What follows belongs to an exercise in optimizing a design on an open flow for small area, a short achievable clock period and few clock cycles per item; a production flow would make more cautious choices.

==> run X <==
Design aes128_cipher, start of the top module:
module aes128_cipher (
    input  wire         clk,
    input  wire         rst,           
    input  wire         in_valid,
    output wire         in_ready,
    input  wire         in_decrypt,    
    input  wire [127:0] in_key,
    input  wire [127:0] in_block,
    output reg          out_valid,
    output reg  [127:0] out_block
);
    function [7:0] xtime;
        input [7:0] a;
        xtime = {a[6:0], 1'b0} ^ (a[7] ? 8'h1b : 8'h00);
    endfunction
    function [31:0] mix_col;
        input [31:0] c;
        reg [7:0] a0, a1, a2, a3, t;
        begin
            a0 = c[31:24]; a1 = c[23:16]; a2 = c[15:8]; a3 = c[7:0];
            t = a0 ^ a1 ^ a2 ^ a3;
            mix_col[31:24] = a0 ^ t ^ xtime(a0 ^ a1);
            mix_col[23:16] = a1 ^ t ^ xtime(a1 ^ a2);
            mix_col[15:8]  = a2 ^ t ^ xtime(a2 ^ a3);
            mix_col[7:0]   = a3 ^ t ^ xtime(a3 ^ a0);
        end
    endfunction
    function [31:0] d_col;
        input [31:0] c;
        reg [7:0] a0, a1, a2, a3, e, u, v;
        begin
            a0 = c[31:24]; a1 = c[23:16]; a2 = c[15:8]; a3 = c[7:0];
            e = xtime(xtime(xtime(a0 ^ a1 ^ a2 ^ a3)));
            u = xtime(xtime(a0 ^ a2));
            v = xtime(xtime(a1 ^ a3));
            d_col = {e ^ u, e ^ v, e ^ u, e ^ v};
        end
    endfunction
    function [7:0] rcon;
        input [3:0] n;
        case (n)
            4'd1:    rcon = 8'h01;
            4'd2:    rcon = 8'h02;
            4'd3:    rcon = 8'h04;
            4'd4:    rcon = 8'h08;
            4'd5:    rcon = 8'h10;
            4'd6:    rcon = 8'h20;
            4'd7:    rcon = 8'h40;
            4'd8:    rcon = 8'h80;
            4'd9:    rcon = 8'h1b;
            4'd10:   rcon = 8'h36;
            default: rcon = 8'h00;
        endcase
    endfunction
    reg         r0_v, r0_dec;
    reg [3:0]   r0_rnd;
  ...
export LEC_CHECK = 0
export CAP_MARGIN = 20
export CELL_PAD_IN_SITES_DETAIL_PLACEMENT = 2
export CELL_PAD_IN_SITES_GLOBAL_PLACEMENT = 2
export CORE_MARGIN = 2
export CORE_UTILIZATION = 45
export PLACE_DENSITY = 0.65
export SETUP_SLACK_MARGIN = 5
export SLEW_MARGIN = 20
create_clock -name core_clock -period 10.0 [get_ports {clk}]
run.sh (not shown) runs the stock make flow with config.mk's settings and CLKGATE_MAP_FILE= SYNTH_SCRIPT=/design/flow/synth_recipe.tcl, a recipe that flattens the netlist after the stock synthesis.
==> run D (differences from run X) <==
--- a/flow/design.v
+++ b/flow/design.v
@@ -266,18 +266,18 @@
 module aes128_cipher (
     input  wire         clk,
     input  wire         rst,           
     input  wire         in_valid,
     output wire         in_ready,
     input  wire         in_decrypt,    
     input  wire [127:0] in_key,
     input  wire [127:0] in_block,
-    output reg          out_valid,
-    output reg  [127:0] out_block
+    output wire         out_valid,
+    output wire [127:0] out_block
 );
     function [7:0] xtime;
         input [7:0] a;
         xtime = {a[6:0], 1'b0} ^ (a[7] ? 8'h1b : 8'h00);
     endfunction
     function [31:0] mix_col;
         input [31:0] c;
         reg [7:0] a0, a1, a2, a3, t;
@@ -298,118 +298,130 @@
             e = xtime(xtime(xtime(a0 ^ a1 ^ a2 ^ a3)));
             u = xtime(xtime(a0 ^ a2));
             v = xtime(xtime(a1 ^ a3));
             d_col = {e ^ u, e ^ v, e ^ u, e ^ v};
         end
     endfunction
     function [7:0] rcon;
         input [3:0] n;
-        case (n)
-            4'd1:    rcon = 8'h01;
-            4'd2:    rcon = 8'h02;
-            4'd3:    rcon = 8'h04;
-            4'd4:    rcon = 8'h08;
-            4'd5:    rcon = 8'h10;
-            4'd6:    rcon = 8'h20;
-            4'd7:    rcon = 8'h40;
-            4'd8:    rcon = 8'h80;
-            4'd9:    rcon = 8'h1b;
-            4'd10:   rcon = 8'h36;
-            default: rcon = 8'h00;
-        endcase
+        rcon = ({8{n == 4'd1}}  & 8'h01) | ({8{n == 4'd2}} & 8'h02) | ({8{n == 4'd3}} & 8'h04)
+             | ({8{n == 4'd4}}  & 8'h08) | ({8{n == 4'd5}} & 8'h10) | ({8{n == 4'd6}} & 8'h20)
+             | ({8{n == 4'd7}}  & 8'h40) | ({8{n == 4'd8}} & 8'h80) | ({8{n == 4'd9}} & 8'h1b)
+             | ({8{n == 4'd10}} & 8'h36);
     endfunction
     reg         r0_v, r0_dec;
     reg [3:0]   r0_rnd;
     reg [127:0] r0_st, r0_k;
-    reg [47:0]  r0_km;     
+    reg [31:0]  r0_kt;     
     reg         r1_v, r1_dec, r1_last;
     reg [3:0]   r1_rnd;
-    reg [191:0] r1_m;
-    reg [31:0]  r1_kt;
-    reg [127:0] r1_base;
+    reg [127:0] r1_t;      
+    reg [47:0]  r1_km;     
+    reg [127:0] r1_base;   
     reg         r2_v, r2_dec, r2_last;
+    reg [191:0] r2_n;      
+    reg [31:0]  r2_kt;     
+    reg [127:0] r2_base;
+    reg         r3_v, r3_dec, r3_last;
+    reg [3:0]   r3_rnd;
     reg [3:0]   r2_rnd;
-    reg [127:0] r2_w, r2_k;
+    reg [127:0] r3_w, r3_k;
     reg         ir;        
     reg         ov;        
     reg         dec_q;     
     reg         mq;        
     reg         e_ok;      
     reg         e_rs;      
     reg         e_ph;      
     reg [3:0]   e_cnt;     
     reg [127:0] e_tag, e_k;
     reg [31:0]  e_kt;      
     reg [47:0]  e_km;      
-    assign in_ready = ir;
+    assign in_ready  = ir;
+    assign out_valid = r3_v && r3_last;
     genvar g, r, c;
     wire [127:0] sr1, isr1;
     generate
         for (c = 0; c < 4; c = c + 1) begin : g_perm_c
             for (r = 0; r < 4; r = r + 1) begin : g_perm_r
                 assign sr1[127-8*(r+4*c) -: 8]  = r0_st[127-8*(r+4*((c+r)%4)) -: 8];
                 assign isr1[127-8*(r+4*c) -: 8] = r0_st[127-8*(r+4*((c+4-r)%4)) -: 8];
             end
         end
     endgenerate
-    wire [191:0] m1;
+    wire [127:0] t1;
     generate
         for (g = 0; g < 16; g = g + 1) begin : g_sb1
-            aes_sbox_ed_p1 u_sb (.dec(r0_dec), .ae(sr1[127-8*g -: 8]), .ad(isr1[127-8*g -: 8]),
-                                 .m(m1[191-12*g -: 12]));
+            aes_sbox_ed_top u_sb (.dec(r0_dec), .ae(sr1[127-8*g -: 8]), .ad(isr1[127-8*g -: 8]),
+                                  .t(t1[127-8*g -: 8]));
         end
     endgenerate
-    wire [31:0] k0w0 = r0_k[127:96];
-    wire [31:0] k0w1 = r0_k[95:64];
-    wire [31:0] k0w2 = r0_k[63:32];
-    wire [31:0] k0w3 = r0_k[31:0];
-    wire [31:0] kt1;
+    wire [47:0] km1;
     generate
         for (g = 0; g < 4; g = g + 1) begin : g_ksb1
-            aes_gf_inv_p2 u_inv (.m(r0_km[47-12*g -: 12]), .y(kt1[31-8*g -: 8]));
+            aes_gf_inv_p1 u_inv (.a(r0_kt[31-8*g -: 8]), .m(km1[47-12*g -: 12]));
         end
     endgenerate
+    wire [31:0]  k0w0 = r0_k[127:96];
+    wire [31:0]  k0w1 = r0_k[95:64];
+    wire [31:0]  k0w2 = r0_k[63:32];
+    wire [31:0]  k0w3 = r0_k[31:0];
     wire [31:0]  rcw   = {rcon(r0_rnd), 24'h0};
     wire [127:0] base1 = r0_dec
         ? {k0w0 ^ rcw, k0w1 ^ k0w0, k0w2 ^ k0w1, k0w3 ^ k0w2}
         : {k0w0 ^ rcw, k0w0 ^ k0w1 ^ rcw, k0w0 ^ k0w1 ^ k0w2 ^ rcw, k0w0 ^ k0w1 ^ k0w2 ^ k0w3 ^ rcw};
     wire last1 = r0_dec ? (r0_rnd == 4'd1) : (r0_rnd == 4'd10);
-    wire [127:0] w2;
+    wire [191:0] n2;
     generate
         for (g = 0; g < 16; g = g + 1) begin : g_sb2
-            aes_sbox_ed_p2 u_sb (.dec(r1_dec), .m(r1_m[191-12*g -: 12]), .y(w2[127-8*g -: 8]));
+            wire [11:0] m;
+            aes_gf_inv_p1  u_p1  (.a(r1_t[127-8*g -: 8]), .m(m));
+            aes_gf_inv_p2a u_p2a (.m(m), .n(n2[191-12*g -: 12]));
         end
     endgenerate
     wire [31:0] kt2;
     generate
         for (g = 0; g < 4; g = g + 1) begin : g_ksb2
-            aes_sbox_aff u_aff (.ti(r1_kt[31-8*g -: 8]), .y(kt2[31-8*g -: 8]));
+            aes_gf_inv_p2 u_inv (.m(r1_km[47-12*g -: 12]), .y(kt2[31-8*g -: 8]));
         end
     endgenerate
-    wire [31:0]  kt2m = r1_dec ? 32'd0 : kt2;
-    wire [127:0] k2   = r1_base ^ {kt2, kt2m, kt2m, kt2m};
-    wire [127:0] z3 = r2_w ^ r2_k;
-    wire [127:0] mi3 = r2_dec ? z3 : r2_w;
-    wire [127:0] y3;
+    wire [127:0] w3;
     generate
-        for (c = 0; c < 4; c = c + 1) begin : g_mix
-            assign y3[127-32*c -: 32] = mix_col(mi3[127-32*c -: 32])
-                                      ^ (r2_dec ? d_col(z3[127-32*c -: 32]) : r2_k[127-32*c -: 32]);
+        for (g = 0; g < 16; g = g + 1) begin : g_sb3
+            wire [7:0] ti;
+            aes_gf_inv_p2b  u_p2b (.n(r2_n[191-12*g -: 12]), .y(ti));
+            aes_sbox_ed_bot u_bot (.dec(r2_dec), .ti(ti), .y(w3[127-8*g -: 8]));
         end
     endgenerate
-    wire [31:0] k2w2 = r2_k[63:32];
-    wire [31:0] k2w3 = r2_k[31:0];
-    wire [31:0] ks_in3 = ir ? (dec_q ? (e_k[31:0] ^ e_k[63:32]) : in_key[31:0])
-                            : (r2_dec ? (k2w3 ^ k2w2) : k2w3);
-    wire [31:0] ks_rot3 = {ks_in3[23:0], ks_in3[31:24]};
-    wire [47:0] km3;
+    wire [31:0] ks3;
     generate
         for (g = 0; g < 4; g = g + 1) begin : g_ksb3
-            aes_sbox_p1 u_sb (.a(ks_rot3[31-8*g -: 8]), .m(km3[47-12*g -: 12]));
+            aes_sbox_aff u_aff (.ti(r2_kt[31-8*g -: 8]), .y(ks3[31-8*g -: 8]));
+        end
+    endgenerate
+    wire [31:0]  ks3m = r2_dec ? 32'd0 : ks3;
+    wire [127:0] k3   = r2_base ^ {ks3, ks3m, ks3m, ks3m};
+    wire [127:0] z4  = r3_w ^ r3_k;
+    assign out_block = z4;
+    wire [127:0] mi4 = r3_dec ? z4 : r3_w;
+    wire [127:0] y4;
+    generate
+        for (c = 0; c < 4; c = c + 1) begin : g_mix
+            assign y4[127-32*c -: 32] = mix_col(mi4[127-32*c -: 32])
+                                      ^ (r3_dec ? d_col(z4[127-32*c -: 32]) : r3_k[127-32*c -: 32]);
+        end
+    endgenerate
+    wire [31:0] ks_in4 = ir ? (dec_q ? (e_k[31:0] ^ e_k[63:32]) : in_key[31:0])
+                            : (r3_dec ? (r3_k[31:0] ^ r3_k[63:32]) : r3_k[31:0]);
+    wire [31:0] ks_rot4 = {ks_in4[23:0], ks_in4[31:24]};
+    wire [31:0] kt4;
+    generate
+        for (g = 0; g < 4; g = g + 1) begin : g_ksb4
+            aes_sbox_top u_top (.a(ks_rot4[31-8*g -: 8]), .t(kt4[31-8*g -: 8]));
         end
     endgenerate
     wire [47:0] e_km1;
     wire [31:0] e_ti, e_t, e_tt;
     generate
         for (g = 0; g < 4; g = g + 1) begin : g_esb
             wire [11:0] m;
             aes_gf_inv_p1   u_p1  (.a(e_kt[31-8*g -: 8]), .m(m));
@@ -436,48 +448,52 @@
         for (g = 0; g < 4; g = g + 1) begin : g_etop
             aes_sbox_top u_c3 (.a(e_c3r[31-8*g -: 8]), .t(e_c3t[31-8*g -: 8]));
             aes_sbox_top u_in (.a(e_rin[31-8*g -: 8]), .t(e_kt0[31-8*g -: 8]));
         end
     endgenerate
     wire [31:0]  e_ktn = e_c3t ^ e_ttr;
     wire restart = ov && !e_rs && (!e_ok || !mq);
     wire dec_fit = ov && !e_rs && mq && e_ok && (e_cnt == 4'd11 || (e_cnt == 4'd10 && e_ph));
-    wire slot_next = !r1_v || r1_last;
+    wire slot_next = !r2_v || r2_last;
     always @(posedge clk) begin
         r1_v    <= r0_v && !rst;
         r1_dec  <= r0_dec;
         r1_last <= last1;
         r1_rnd  <= r0_rnd;
-        r1_m    <= m1;
-        r1_kt   <= kt1;
+        r1_t    <= t1;
+        r1_km   <= km1;
         r1_base <= base1;
         r2_v    <= r1_v && !rst;
         r2_dec  <= r1_dec;
         r2_last <= r1_last;
         r2_rnd  <= r1_rnd;
-        r2_w    <= w2;
-        r2_k    <= k2;
+        r2_n    <= n2;
+        r2_kt   <= kt2;
+        r2_base <= r1_base;
+        r3_v    <= r2_v && !rst;
+        r3_dec  <= r2_dec;
+        r3_last <= r2_last;
+        r3_rnd  <= r2_rnd;
+        r3_w    <= w3;
+        r3_k    <= k3;
+        r0_kt <= kt4;
         if (ir) begin
             r0_v     <= in_valid && !rst;
             r0_dec   <= dec_q;
             r0_rnd   <= dec_q ? 4'd10 : 4'd1;
             r0_st    <= in_block ^ (dec_q ? e_k : in_key);
             r0_k     <= dec_q ? e_k : in_key;
-            r0_km    <= km3;
         end else begin
-            r0_v     <= r2_v && !r2_last && !rst;
-            r0_dec   <= r2_dec;
-            r0_rnd   <= r2_dec ? r2_rnd - 4'd1 : r2_rnd + 4'd1;
-            r0_st    <= y3;
-            r0_k     <= r2_k;
-            r0_km    <= km3;
+            r0_v     <= r3_v && !r3_last && !rst;
+            r0_dec   <= r3_dec;
+            r0_rnd   <= r3_dec ? r3_rnd - 4'd1 : r3_rnd + 4'd1;
+            r0_st    <= y4;
+            r0_k     <= r3_k;
         end
-        out_valid <= r2_v && r2_last && !rst;
-        out_block <= z3;
         ir    <= !rst && in_valid && !ir && slot_next && (!in_decrypt || dec_fit);
         ov    <= !rst && in_valid && !ir;
         dec_q <= in_decrypt;
         mq    <= (in_key == e_tag);
         e_rs <= restart && !rst;
         if (rst)
             e_ok <= 1'b0;
         else if (restart)
==> flow/flow/run.sh (new file) <==
#!/bin/bash
set -euo pipefail
bash standard.sh SETUP_SLACK_MARGIN=6.5 finish > flow_standard.log 2>&1
==> flow/standard.sh (new file) <==
#!/bin/bash
# synth_recipe.tcl (not shown) runs the flow's synth.tcl, then flattens the netlist and writes it again
# the make line also repeats each setting of config.mk as NAME=value (left out here)
make -C /OpenROAD-flow-scripts/flow DESIGN_CONFIG=/design/flow/config.mk WORK_HOME=/design/flow/orfs CLKGATE_MAP_FILE= SYNTH_SCRIPT=/design/flow/synth_recipe.tcl "${@:-finish}"
- SETUP_SLACK_MARGIN: 5 -> not set
removed: flow/run.sh
==> results.txt <==
CLOCK TREE
---------------------------------------------------------------------------
Clk slew on worst S/H paths                                           90 ps

OUTCOME
---------------------------------------------------------------------------
Result of the run                                              complete, but fails checks
Failing Checks                                                 max-capacitance violations, max-slew violations

PLACEMENT
---------------------------------------------------------------------------
Routability cong.                                                     0.973

DIE
---------------------------------------------------------------------------
Die Y                                                                476 um

TIMING
---------------------------------------------------------------------------
Max-slew violations                                                      13

FLOW RUN
---------------------------------------------------------------------------
Max Cap Viol                                                              6

FINAL LAYOUT
---------------------------------------------------------------------------
Fraction of final layout cells sized beyond drive strength 1          0.145

SYNTHESIS
---------------------------------------------------------------------------
Adder-cell area share of the yosys netlist                           0.0189

(the above is from run D)
==> results.txt <==
SYNTHESIS
---------------------------------------------------------
FF+latch count, synth                                1424
Adder-cell area share of the yosys netlist         0.0213

OUTCOME
---------------------------------------------------------
Result of the run        no timing/DRC/antenna violations

DIE
---------------------------------------------------------
Die Y                                              463 um

CLOCK TREE
---------------------------------------------------------
Clock Path Buffers                                      3
Clk slew on worst S/H paths                         60 ps

FLOW RUN
---------------------------------------------------------
Max Cap Viol                                            0

(the above is from run X)
No functional check of the RTL was part of any run of this note.

[afterwards: timing with drivers on the ports]
No port has a modelled driver above. Below, the same layouts with a new extraction and two added sets of constraints. Step 1 assumes that a clkbuf_16 drives the clock port and a buf_2 every other input. Step 2, shift: input delay + t, output delay - t, t = (earliest + latest rising clock arrival at the registers) / 2. This alone moves slack from input paths to output paths. Slacks: ideal / step 1 / step 2; pairs: ideal / step 1.
run | shift t [ns] | slack for setup (ns) | worst hold slack (ns) | clock arrival spread, ns | worst register clock-pin slew, ns
run X | 0.966 | 5.206 / 5.249 / 4.326 | 0.353 / 0.353 / 0.353 | 0.073 / 0.072 | 0.08 / 0.08
run D | 0.994 | 5.871 / 5.763 / 5.132 | 0.319 / 0.319 / 0.319 | 0.067 / 0.067 | 0.09 / 0.09
The setup slack of run X, which loses most, moves by +0.043 ns with the drivers and by -0.880 ns with both steps.
